From an optimization exercise on the open Yosys and OpenROAD flow, aimed at small area, a short achievable clock period and few clock cycles; shortcuts taken in it are not production practice. No run shown here included a check of the RTL's function; only the layout flow was run. Power and IR drop assume default switching activity.

**flow/config.mk**
```make
export PLATFORM = sky130hd
export DESIGN_NAME = frame_codec
export DESIGN_NICKNAME = frame_codec
export VERILOG_FILES = /design/flow/design.v
export SDC_FILE = /design/flow/constraint.sdc
export NUM_CORES = 4
export LEC_CHECK = 0
export CAP_MARGIN = 20
export CORE_MARGIN = 2
export CORE_UTILIZATION = 40
export SETUP_SLACK_MARGIN = 3.7
export SLEW_MARGIN = 20
```
**flow/flow/run.sh**
```bash
#!/bin/bash
# Standard layout, with the port buffers made of the smallest buffer cell.
set -euo pipefail
export BUFFER_PORTS_ARGS="-buffer_cell sky130_fd_sc_hd__buf_1"
bash standard.sh > flow_make.log 2>&1
```
**flow/standard.sh**
```bash
#!/bin/bash
# synth_recipe.tcl (not shown) runs the flow's synth.tcl, then flattens the netlist and writes it again
# the make line also repeats each setting of config.mk as NAME=value (left out here)
make -C /OpenROAD-flow-scripts/flow DESIGN_CONFIG=/design/flow/config.mk WORK_HOME=/design/flow/orfs CLKGATE_MAP_FILE= SYNTH_SCRIPT=/design/flow/synth_recipe.tcl "${@:-finish}"
```
**flow/constraint.sdc**
```tcl
create_clock -name core_clock -period 6.0 [get_ports {clk}]
set_input_delay 1.2000 -clock core_clock [delete_from_list [all_inputs] [get_ports {clk}]]
set_output_delay 1.2000 -clock core_clock [all_outputs]
set_load 0.01 [all_outputs]
```
**flow/design.v**
```verilog
module frame_serializer (
    input  wire         clk,
    input  wire         rst,
    input  wire         req_valid,
    output reg          req_ready,
    input  wire         op,           
    input  wire         ft,
    input  wire         aw,
    input  wire [31:0]  raw_id,
    input  wire [7:0]   sid_raw,
    input  wire [7:0]   nid_raw,
    input  wire [7:0]   plen,
    input  wire [119:0] pay,
    output reg          tx_valid,
    output reg  [7:0]   tx_data,
    output reg          tx_last,
    input  wire         tx_ready,
    output reg          resp_valid,
    output wire [2:0]   status,
    output reg  [4:0]   wire_len
);
    wire        pack_oor = (sid_raw > 8'd31) || (nid_raw > 8'd63);
    wire        id_oor   = op ? pack_oor : (!aw && raw_id[31:16] != 16'd0);
    wire        len_bad  = plen > 8'd15;
    wire        bad      = id_oor || len_bad;
    wire [7:0]  a0 = op ? {sid_raw[1:0], nid_raw[5:0]} : raw_id[7:0];
    wire [7:0]  a1 = op ? {5'd0, sid_raw[4:2]}         : raw_id[15:8];
    wire [7:0]  a2 = op ? 8'd0 : raw_id[23:16];
    wire [7:0]  a3 = op ? 8'd0 : raw_id[31:24];
    wire [7:0] cfg = {2'b11, aw, ft, plen[3:0]};
    reg [1:0] st;
    assign status = {1'b0, st};
    reg       n_cfg, n_addr, n_pay, n_end;
    reg [3:0] nidx;
    reg       r_aw;
    reg [3:0] r_len;
    wire take     = tx_valid && tx_ready;
    wire addr_lst = (nidx[1:0] == {r_aw, 1'b1});
    wire pay_lst  = (nidx == r_len - 4'd1);
    wire no_pay   = (r_len == 4'd0);
    wire step     = (n_addr && !addr_lst) || (n_pay && !pay_lst);
    reg [7:0] nxt;
    integer i;
    always @(*) begin
        nxt = ({8{n_cfg}} & cfg) | ({8{n_end}} & 8'h55);
        if (n_addr && nidx[1:0] == 2'd0) nxt = nxt | a0;
        if (n_addr && nidx[1:0] == 2'd1) nxt = nxt | a1;
        if (n_addr && nidx[1:0] == 2'd2) nxt = nxt | a2;
        if (n_addr && nidx[1:0] == 2'd3) nxt = nxt | a3;
        for (i = 0; i < 15; i = i + 1)
            if (n_pay && nidx == i) nxt = nxt | pay[8*i +: 8];
    end
    always @(posedge clk) begin
        st       <= id_oor ? 2'd1 : (len_bad ? 2'd2 : 2'd0);
        wire_len <= bad ? 5'd0 : (5'd5 + {3'd0, aw, 1'b0} + {1'b0, plen[3:0]});
        r_aw     <= aw;
        r_len    <= plen[3:0];
        if (rst || req_ready) begin
            tx_data <= 8'hAA;
            n_cfg   <= 1'b1;
            n_addr  <= 1'b0;
            n_pay   <= 1'b0;
            n_end   <= 1'b0;
            nidx    <= 4'd0;
        end else if (take) begin
            tx_data <= nxt;
            n_cfg   <= 1'b0;
            n_addr  <= n_cfg || (n_addr && !addr_lst);
            n_pay   <= (n_addr && addr_lst && !no_pay) || (n_pay && !pay_lst);
            n_end   <= (n_addr && addr_lst && no_pay) || (n_pay && pay_lst) || n_end;
            nidx    <= step ? nidx + 4'd1 : 4'd0;
        end
        req_ready  <= rst || (req_ready && !(req_valid && !bad)) || (take && tx_last);
        tx_valid   <= !rst && ((req_ready && req_valid && !bad) || (tx_valid && !(tx_ready && tx_last)));
        resp_valid <= !rst && ((req_ready && req_valid && bad) || (take && tx_last));
        tx_last    <= !rst && tx_valid && !(tx_ready && tx_last) && (tx_ready ? n_end : tx_last);
    end
endmodule
module frame_deserializer (
    input  wire         clk,
    input  wire         rst,
    input  wire         req_valid,
    output reg          req_ready,
    input  wire         rx_valid,
    input  wire [7:0]   rx_data,
    input  wire         rx_timeout,
    output reg          rx_ready,
    output reg          resp_valid,
    output wire [2:0]   status,
    output wire         ft,
    output wire         aw,
    output wire [25:0]  sid,
    output wire [5:0]   nid,
    output wire [3:0]   plen,
    output wire [119:0] pay
);
    reg         st_start, st_cfg, st_addr, st_pay, st_end;
    reg [5:0]   rx_cfg;
    reg [31:0]  rx_acc;
    reg [1:0]   k;
    reg [3:0]   j;
    reg [119:0] rx_buf;
    reg         st_desync, st_trunc;
    assign status = {st_trunc, st_desync, st_desync};
    assign ft     = rx_cfg[4];
    assign aw     = rx_cfg[5];
    assign plen   = rx_cfg[3:0];
    assign sid    = rx_acc[31:6];
    assign nid    = rx_acc[5:0];
    assign pay    = rx_buf;
    wire is_aa = (rx_data == 8'hAA);
    wire is_55 = (rx_data == 8'h55);
    wire ev    = rx_valid || rx_timeout;
    wire acc   = req_ready && req_valid;
    wire fin = rx_ready && ((st_start && (rx_timeout || (rx_valid && !is_aa)))
                         || ((st_cfg || st_addr || st_pay) && rx_timeout)
                         || (st_end && ev));
    wire addr_lst = (k == {rx_cfg[5], 1'b1});
    wire pay_lst  = (j == rx_cfg[3:0] - 4'd1);
    wire no_pay   = (rx_cfg[3:0] == 4'd0);
    integer i;
    always @(posedge clk) begin
        if (st_cfg)
            rx_cfg <= rx_data[5:0];
        if (st_start)
            rx_acc[31:16] <= 16'd0;
        for (i = 0; i < 4; i = i + 1)
            if (st_addr && k == i)
                rx_acc[8*i +: 8] <= rx_data;
        for (i = 0; i < 15; i = i + 1)
            if (st_pay && j == i)
                rx_buf[8*i +: 8] <= rx_data;
        st_desync <= st_start;
        st_trunc  <= !st_start && !(st_end && rx_valid && is_55);
        st_start <= acc || (st_start && !ev);
        st_cfg   <= !acc && ((st_start && rx_valid) || (st_cfg && !rx_valid));
        st_addr  <= !acc && (st_cfg && rx_valid || (st_addr && !(rx_valid && addr_lst)));
        st_pay   <= !acc && ((st_addr && rx_valid && addr_lst && !no_pay)
                          || (st_pay && !(rx_valid && pay_lst)));
        st_end   <= !acc && ((st_addr && rx_valid && addr_lst && no_pay)
                          || (st_pay && rx_valid && pay_lst) || st_end);
        k        <= st_addr ? k + {1'b0, rx_valid} : 2'd0;
        j        <= st_pay ? j + {3'd0, rx_valid} : 4'd0;
        req_ready  <= rst || (req_ready && !req_valid) || fin;
        rx_ready   <= !rst && (acc || (rx_ready && !fin));
        resp_valid <= !rst && fin;
    end
endmodule
module frame_codec (
    input  wire         clk,
    input  wire         rst,
    input  wire         tx_req_valid,
    output wire         tx_req_ready,
    input  wire         tx_op,
    input  wire         tx_ft,
    input  wire         tx_aw,
    input  wire [31:0]  tx_raw_id,
    input  wire [7:0]   tx_sid,
    input  wire [7:0]   tx_nid,
    input  wire [7:0]   tx_plen,
    input  wire [119:0] tx_pay,
    output wire         tx_valid,
    output wire [7:0]   tx_data,
    output wire         tx_last,
    input  wire         tx_ready,
    output wire         tx_resp_valid,
    output wire [2:0]   tx_status,
    output wire [4:0]   tx_wire_len,
    input  wire         rx_req_valid,
    output wire         rx_req_ready,
    input  wire         rx_valid,
    input  wire [7:0]   rx_data,
    input  wire         rx_timeout,
    output wire         rx_ready,
    output wire         rx_resp_valid,
    output wire [2:0]   rx_status,
    output wire         rx_ft,
    output wire         rx_aw,
    output wire [25:0]  rx_sid,
    output wire [5:0]   rx_nid,
    output wire [3:0]   rx_plen,
    output wire [119:0] rx_pay
);
    frame_serializer u_tx (
        .clk(clk), .rst(rst),
        .req_valid(tx_req_valid), .req_ready(tx_req_ready),
        .op(tx_op), .ft(tx_ft), .aw(tx_aw), .raw_id(tx_raw_id),
        .sid_raw(tx_sid), .nid_raw(tx_nid), .plen(tx_plen), .pay(tx_pay),
        .tx_valid(tx_valid), .tx_data(tx_data), .tx_last(tx_last), .tx_ready(tx_ready),
        .resp_valid(tx_resp_valid), .status(tx_status), .wire_len(tx_wire_len)
    );
    frame_deserializer u_rx (
        .clk(clk), .rst(rst),
        .req_valid(rx_req_valid), .req_ready(rx_req_ready),
        .rx_valid(rx_valid), .rx_data(rx_data), .rx_timeout(rx_timeout), .rx_ready(rx_ready),
        .resp_valid(rx_resp_valid), .status(rx_status),
        .ft(rx_ft), .aw(rx_aw), .sid(rx_sid), .nid(rx_nid), .plen(rx_plen), .pay(rx_pay)
    );
endmodule
```
==> summary.md, run 1 <==
| Metric | Value |
|---|---|
| # Max-Cap Violations | 0 |
| Reg power frac | 53.1% |
| EDFF count, synth | 158 |
| ANT cells | 0 |
| Nets@finish | 1,224 |
| Worst min-delay path class | reg2reg |
| Net Sw Frac | 21.8% |
| Largest net degree at the start of global routing | 26 |
| Worst-skew pair later-pin latency | 490 ps |
| Clock transition at the registers of the reported paths | 60 ps |
| Io pins | 378 |
| TritonRoute pass-1 iters | 7 |
| First-pass GRT wire length | 38.0 mm |
| Initial antenna violation count | 0 |
| P_int | 2.32 mW |
| Synth-to-Final Area Change | 29.6% |
| WL per Instance | 20.4 um |
| Slew @ Worst Pin | 828 ps |
| WHS | 491 ps |
| Core region area | 21,000 um^2 |
| Clk sinks | 206 |
| Combinational fraction of design power | 6.1% |
| Starting Density | 40.5% |
| DRC viols | 0 |
| Max Clock Skew | 8.80 ps |
| H-Tree Depth | 1 |
| PortBufs | 376 |
| CTS tree | done |
| Seq/Total Area, Yosys | 67.2% |
| Total number of yosys warnings | 2 |
| Mean Syn Cell Area | 13.4 um^2 |
| Full die area | 22,400 um^2 |
| Hold buffers post-CTS | 0 |
| Layout cells sized above 1 | 8.91% |
| Row count | 53 |
| Required @ worst endpoint | 6350 ps |
| Syn Inst Count | 632 |
| Worst slew margin relative to its limit | 44.6% |
| RSZ-0062 raised after global routing | true |
| Max VDD drop | 0.193 mV |
| Final setup fails | 0 |
| Fin. max-slew vios | 0 |
| Crit path time final | 2320 ps |
| Fin crit share | 38.6% |
| Number of global-route vias before repair | 6,404 |
| Fin cells | 1,308 |
| Top FF cell, synth | edfxtp_1 |
| Synthesized netlist net count | 837 |
| Clock power share | 40.8% |
| Worst EP arrival | 2670 ps |
| Most common cell after layout, fill and taps aside | buf_1 |
| Number of synthesized register bits | 206 |
| RD Place Congestion | 0.857 |
| Crit-path max FO | 13 |
| Chip Height | 150 um |
| Synthesized area | 8490 um^2 |
| Post-synth cell types | 64 |
| Vias | 6,748 |
| Async S/R FF share, synth | 0% |
| Pwr/cell area | 270 nW/um^2 |
| Die X | 150 um |
| Post-DP HPWL | 19.8 mm |
| Routed Antenna Nets | 0 |
| Run status | no timing/DRC/antenna violations |
| Fill count | 1,880 |
| DP Cell Count | 1,267 |
| Initial DRC Count | 374 |
| Clock Path Buffers | 3 |
| Num CTS Buffers | 21 |
| Setup TNS | 0 ps |
| Fmax | 432 MHz |
| Leakage power figure | 3.56 nW |
| Via/cell ratio | 5.16 |
| CTS Root Cell | clkbuf_16 |
| Final-report hold violation count | 0 |
| Pre-CTS setup slack | 2830 ps |
| Fin worst setup slack | 3680 ps |
| Total Routing Usage GR | 22.7% |
| Final Core Density | 52.5% |
| Startpoint Class | input pin |
| Routed WL | 26.7 mm |
| Most frequent cells in the layout | buf_1, edfxtp_1, nor2_1 |
| Crit Path Category | in2reg |
| Total congestion overflow | 0 |
| Crit. End Element | register |
| NetSw | 0.647 mW |
stage by stage:
| stage | instance area (um^2) | power (mW) |
|---|---|---|
| after CTS | 11000 | 3.00 |
| after global placement | 10200 | 1.78 |
| after global routing | 11000 | 3.07 |
| after floorplan | 8510 | 1.67 |
| final | 11000 | 2.97 |
| after detailed placement | 10200 | 1.78 |
power groups by stage:
stage / clock, mW / combinational [mW] / sequential, mW
2_1_floorplan: 0 / 0.0577 / 1.61
3_3_place_gp: 0 / 0.173 / 1.61
3_5_place_dp: 0 / 0.174 / 1.61
4_1_cts: 1.24 / 0.180 / 1.58
5_1_grt: 1.29 / 0.197 / 1.58
6_report: 1.21 / 0.180 / 1.58
cell families after synthesis:
family	synth area share [%]
buf+inv	2.48
flops	67.2
fa+ha+maj	1.71
compound gates	10.0
xor+xnor	2.17
other cells	0.0442
simple gates	11.5
mux	4.92
registers in the layout, indices dropped and copies added, names as in the netlist, 2 cells and up:
name           count
u_rx.rx_buf      120
u_rx.rx_acc       32
u_tx.tx_data       8
u_rx.rx_cfg        6
u_tx.wire_len      5
u_rx.j             4
u_tx.nidx          4
u_tx.r_len         4
u_rx.k             2
u_tx.st            2
cells in the mapped netlist, types with 8 or more instances:
master    count  share of area, %
nor4_1        8              0.59
nor2_1       44               1.9
a21oi_1      16              0.94
clkbuf_1     19              0.84
inv_1        15              0.66
nand2_1      42               1.9
ha_1         10               1.5
xnor2_1      15               1.5
dfxtp_1      48                11
nor3_1       11              0.65
and2_1       24               1.8
o22ai_1      12              0.88
mux2i_1      38               4.5
nand3_1      15              0.88
a22oi_1      15               1.3
a31oi_1      10              0.74
o21ai_0      18               1.1
edfxtp_1    158                56
metal layers:
| layer | GRT usage (%) | routed length [um] |
|---|---|---|
| met5 | 0 | 0 |
| met4 | 8.68 | 940 |
| met3 | 4.15 | 2260 |
| met2 | 41.4 | 13600 |
| met1 | 26.4 | 9860 |
timing repair:
| item | in CTS | in global routing |
|---|---|---|
| pin swaps | 2 | 0 |
| setup buffers | 3 | 1 |
| resized for setup | 24 | 9 |
| setup endpoints to repair | 29 | 12 |
area by class of cell:
type | instances | area, um^2 | area share, %
Clock inverter | 16 | 116 | 1.06
Clock buffer | 21 | 526 | 4.78
Sequential cell | 206 | 5720 | 52.0
Timing Repair Buffer | 395 | 1570 | 14.3
Tap cell | 275 | 344 | 3.13
Multi-Input combinational cell | 380 | 2670 | 24.2
Inverter | 15 | 56.3 | 0.512
path summary, 6_finish.rpt:
check | start | endpoint | slack [ps] | cells past startpoint
worst max-delay path | rst | u_tx.tx_data[3] | 3680 | 5
worst min-delay path | u_rx.rx_ready | u_rx.rx_ready | 490 | 2
worst max register to register | u_tx.n_pay | u_tx.tx_data[5] | 3780 | 5
worst min register to register | u_rx.rx_ready | u_rx.rx_ready | 490 | 2
critical path, cell delays in order:
cell	delay, ps
buf_1	210
nor2_2	510
o2111ai_1	180
a211oi_1	440
a31oi_1	130
==> run 2: changes to the inputs <==
--- a/flow/config.mk
+++ b/flow/config.mk
@@ -9,4 +9,4 @@
 export CORE_MARGIN = 2
 export CORE_UTILIZATION = 40
-export SETUP_SLACK_MARGIN = 3.7
+export SETUP_SLACK_MARGIN = 3.85
 export SLEW_MARGIN = 20
==> run 2 against run 1 <==
Against the previous run:
- still clean on timing, DRC and antenna
- synthesized area is the same
- wire length grew 3.0%
- count of clock-buffer cells in the layout rose by 2
- via count increased by 2.1%
- sequential share of layout area fell by 2.1 points
- critical endpoint is now rx_plen[0]
- largest power group unchanged
- highest routed layer unchanged
==> summary.md, run 2 <==
| Metric | Value |
|---|---|
| WL met2 | 14.0 mm (+2.7%) |
| Synth-to-Final Area Change | 35.8% |
| H-Tree Depth | 1 (unchanged) |
| Worst-skew pair later-pin latency | 490 ps (about the same) |
| Crit-path max FO | 2 (-11) |
| Clock Path Buffers | 3 (unchanged) |
| Synth area leader | edfxtp_1 |
| Final-report hold violation count | 0 (unchanged) |
| Most flop-heavy register | u_rx.rx_buf |
| Required @ worst endpoint | 4800 ps (-1550 ps) |
| Synthesized netlist net count | 837 (unchanged) |
| Most frequent cells in the layout | buf_1, edfxtp_1, clkbuf_2 |
| Post-synth cell types | 64 (unchanged) |
| Io pins | 378 (unchanged) |
| Total number of yosys warnings | 2 (unchanged) |
| Number of global-route vias before repair | 6,669 (+4.1%) |
| Total congestion overflow | 0 (unchanged) |
| DP Area | 10,200 um^2 (-0.20%) |
| Clk sinks | 206 (unchanged) |
| Initial antenna violation count | 2 (+2) |
| Clock transition at the registers of the reported paths | 60 ps (about the same) |
| Layout cells sized above 1 | 26.3% (+17 points) |
| CP Cell Sequence | buf_6 |
| Fin worst setup slack | 3720 ps (+39.3 ps) |
| Yosys top cell area share | 55.9% (unchanged) |
| Seq/Total Area, Yosys | 67.2% (unchanged) |
| Routed Antenna Nets | 0 (unchanged) |
| Fin area | 11,500 um^2 (+4.8%) |
| Number of synthesized register bits | 206 (unchanged) |
| Crit path time final | 2280 ps (-39.3 ps) |
| Final Core Density | 55.0% (+2.5 points) |
| Num CTS Buffers | 21 (unchanged) |
| RD Place Congestion | 0.921 (+7.4%) |
| EDFF count, synth | 158 (unchanged) |
| Max FFs per register | 120 (unchanged) |
| Most common cell after layout, fill and taps aside | buf_1 |
| Synth top area cells | edfxtp_1, dfxtp_1, mux2i_1, nor2_1, nand2_1 |
| Slowest cell delay on critical path | 430 ps (-80 ps) |
| Critical path's top delay family | flip-flops |
| Starting Density | 40.5% (unchanged) |
| Biggest regs | u_rx.rx_buf x120, u_rx.rx_acc x32, u_tx.tx_data x8 |
| Total power | 3.08 mW (+3.8%) |
| TritonRoute pass-1 iters | 4 (-3) |
| Run status | no timing/DRC/antenna violations |
| Total Routing Usage GR | 23.8% (+1.1 points) |
| Startpoint Class | register |
| Row count | 53 (unchanged) |
| Max VDD drop | 0.157 mV (-19%) |
| CTS Root Cell | clkbuf_16 |
| CTS tree | done |
| Metal3 WL | 2.06 mm (-8.5%) |
| Fin cells | 1,317 (+0.69%) |
| Synthesized area | 8490 um^2 (unchanged) |
| DP Cell Count | 1,263 (-0.32%) |
| Final setup fails | 0 (unchanged) |
| Fin crit share | 38.0% (-0.65 points) |
| Max Used Layer | met4 |
| WHS | 478 ps (-13.2 ps) |
| Fmax | 439 MHz (+1.7%) |
| Met1 wire length | 10.5 mm (+6.3%) |
| Core region area | 21,000 um^2 (unchanged) |
| Top FF cell, synth | edfxtp_1 |
| Synth top cells by count | edfxtp_1, dfxtp_1, nor2_1 |
| Full die area | 22,400 um^2 (unchanged) |
| FF-to-FF setup slack | 3930 ps (+150 ps) |
| Initial DRC Count | 368 (-1.6%) |
| Die X | 150 um (unchanged) |
| Chip Height | 150 um (unchanged) |
| Pwr/cell area | 267 nW/um^2 (-0.95%) |
| Crit. Startpoint | u_rx.rx_cfg[0] |
| Worst slew margin relative to its limit | 47.1% (+2.6 points) |
| First-pass GRT wire length | 39.9 mm (+5.0%) |
| Vias | 6,892 (+2.1%) |
| Pre-CTS setup slack | 3090 ps (+261 ps) |
| Crit. End Element | primary output |
| Slowest CP cell | edfxtp_1 |
| Leakage power figure | 4.13 nW (+16%) |
| Routed WL | 27.4 mm (+3.0%) |
| Worst EP arrival | 1080 ps (-1590 ps) |
| Post-DP HPWL | 20.5 mm (+3.5%) |
| Worst min-delay path class | reg2reg |
| Top-count cell post-synth | edfxtp_1 |
| Min-delay src | u_rx.st_start |
| Via/cell ratio | 5.23 (+1.4%) |
| DRC viols | 0 (unchanged) |
| Crit Path Category | reg2out |
| Syn Inst Count | 632 (unchanged) |
| Setup TNS | 0 ps (unchanged) |
| Async S/R FF share, synth | 0% (unchanged) |
| Nets@finish | 1,230 (+0.49%) |
| RSZ-0062 raised after global routing | true |
| # Max-Cap Violations | 0 (unchanged) |
| PortBufs | 376 (unchanged) |
| Slew @ Worst Pin | 790 ps (-37.9 ps) |
| Fin. max-slew vios | 0 (unchanged) |
| Largest net degree at the start of global routing | 29 (+12%) |
| Mean Syn Cell Area | 13.4 um^2 (unchanged) |
| Max Clock Skew | 11.2 ps (+2.36 ps) |
| WP buf/inv | 1 (unchanged) |
| WL per Instance | 20.8 um (+2.3%) |
| Reg2reg start | u_tx.nidx[3] |
==> run 2: cell count changes in the layout (fill, tap and decap cells not counted), sizes merged <==
cell	change
clkbuf	+113
buf	-105
clkinv	-4
bufinv	+2
diode	+2
inv	+1
==> run 2: where the power goes <==
| group | internal (mW) | switching, mW |
|---|---|---|
| logic | 0.0871 | 0.111 |
| clock network | 0.776 | 0.530 |
| registers | 1.56 | 0.0158 |
==> run 2: layout make-up <==
type	instances	area, um^2
Antenna cell	2	5.00
Clock buffer	23	533
Clock inverter	15	160
Fill cell	1823	9430
Inverter	15	56.3
Multi-Input combinational cell	380	2680
Sequential cell	206	5750
Tap cell	275	344
Timing Repair Buffer	401	1990
==> run 2: kinds of logic after synthesis <==
kind of cell             share of synthesized area, %
AO/OA/AOI/OAI                                    10.0
adder cells (fa/ha/maj)                          1.71
AND/OR/NAND/NOR                                  11.5
buffers and inverters                            2.48
XOR/XNOR                                         2.17
flip-flops                                       67.2
multiplexers                                     4.92
other                                          0.0442
==> run 2: final timing paths <==
check / to / cells past startpoint
hold reg to reg: u_rx.st_desync / 0
setup reg to reg: u_tx.tx_data[6] / 6
hold / removal: u_rx.st_desync / 0
setup / recovery: rx_plen[0] / 1
==> run 2: timing repair <==
item                                    in CTS  in global routing
hold buffers                                 0                  0
endpoints found under the setup margin     199                204
pin swaps                                    3                  2
resized for setup                          112                150
setup buffers                               11                  3
==> run 2: metal layers <==
metal,global-route usage (%),vias up
met3,3.93,58
met2,42.5,389
met4,9.48,0
li1,-,3200
met5,0,-
met1,28.6,3245

## afterwards: timing with drivers on the ports
The results above use ideal ports. As a check the final layouts listed here were re-extracted and re-timed, cells and wires unchanged.
Step 1 assumes that a clkbuf_16 drives the clock port and a buf_2 every other input.
Step 2 times the ports against the registers' clock, not the clock port: input delays grow and output delays shrink by t, the midpoint of the rising clock arrivals with the driver on.
a / b / c = no drivers / after step 1 / after step 2; a / b = the first two.
| run | t (ns) | setup WS [ns] | clock arrival spread, ns |
|---|---|---|---|
| run 1 | 0.528 | 3.684 / 3.673 / 3.179 | 0.012 / 0.011 |
| run 2 | 0.534 | 3.723 / 3.677 / 3.331 | 0.011 / 0.011 |
After both steps every run listed still meets setup and hold. The setup slack of run 1, which loses most, moves by -0.011 ns with the drivers and by -0.505 ns with both steps.
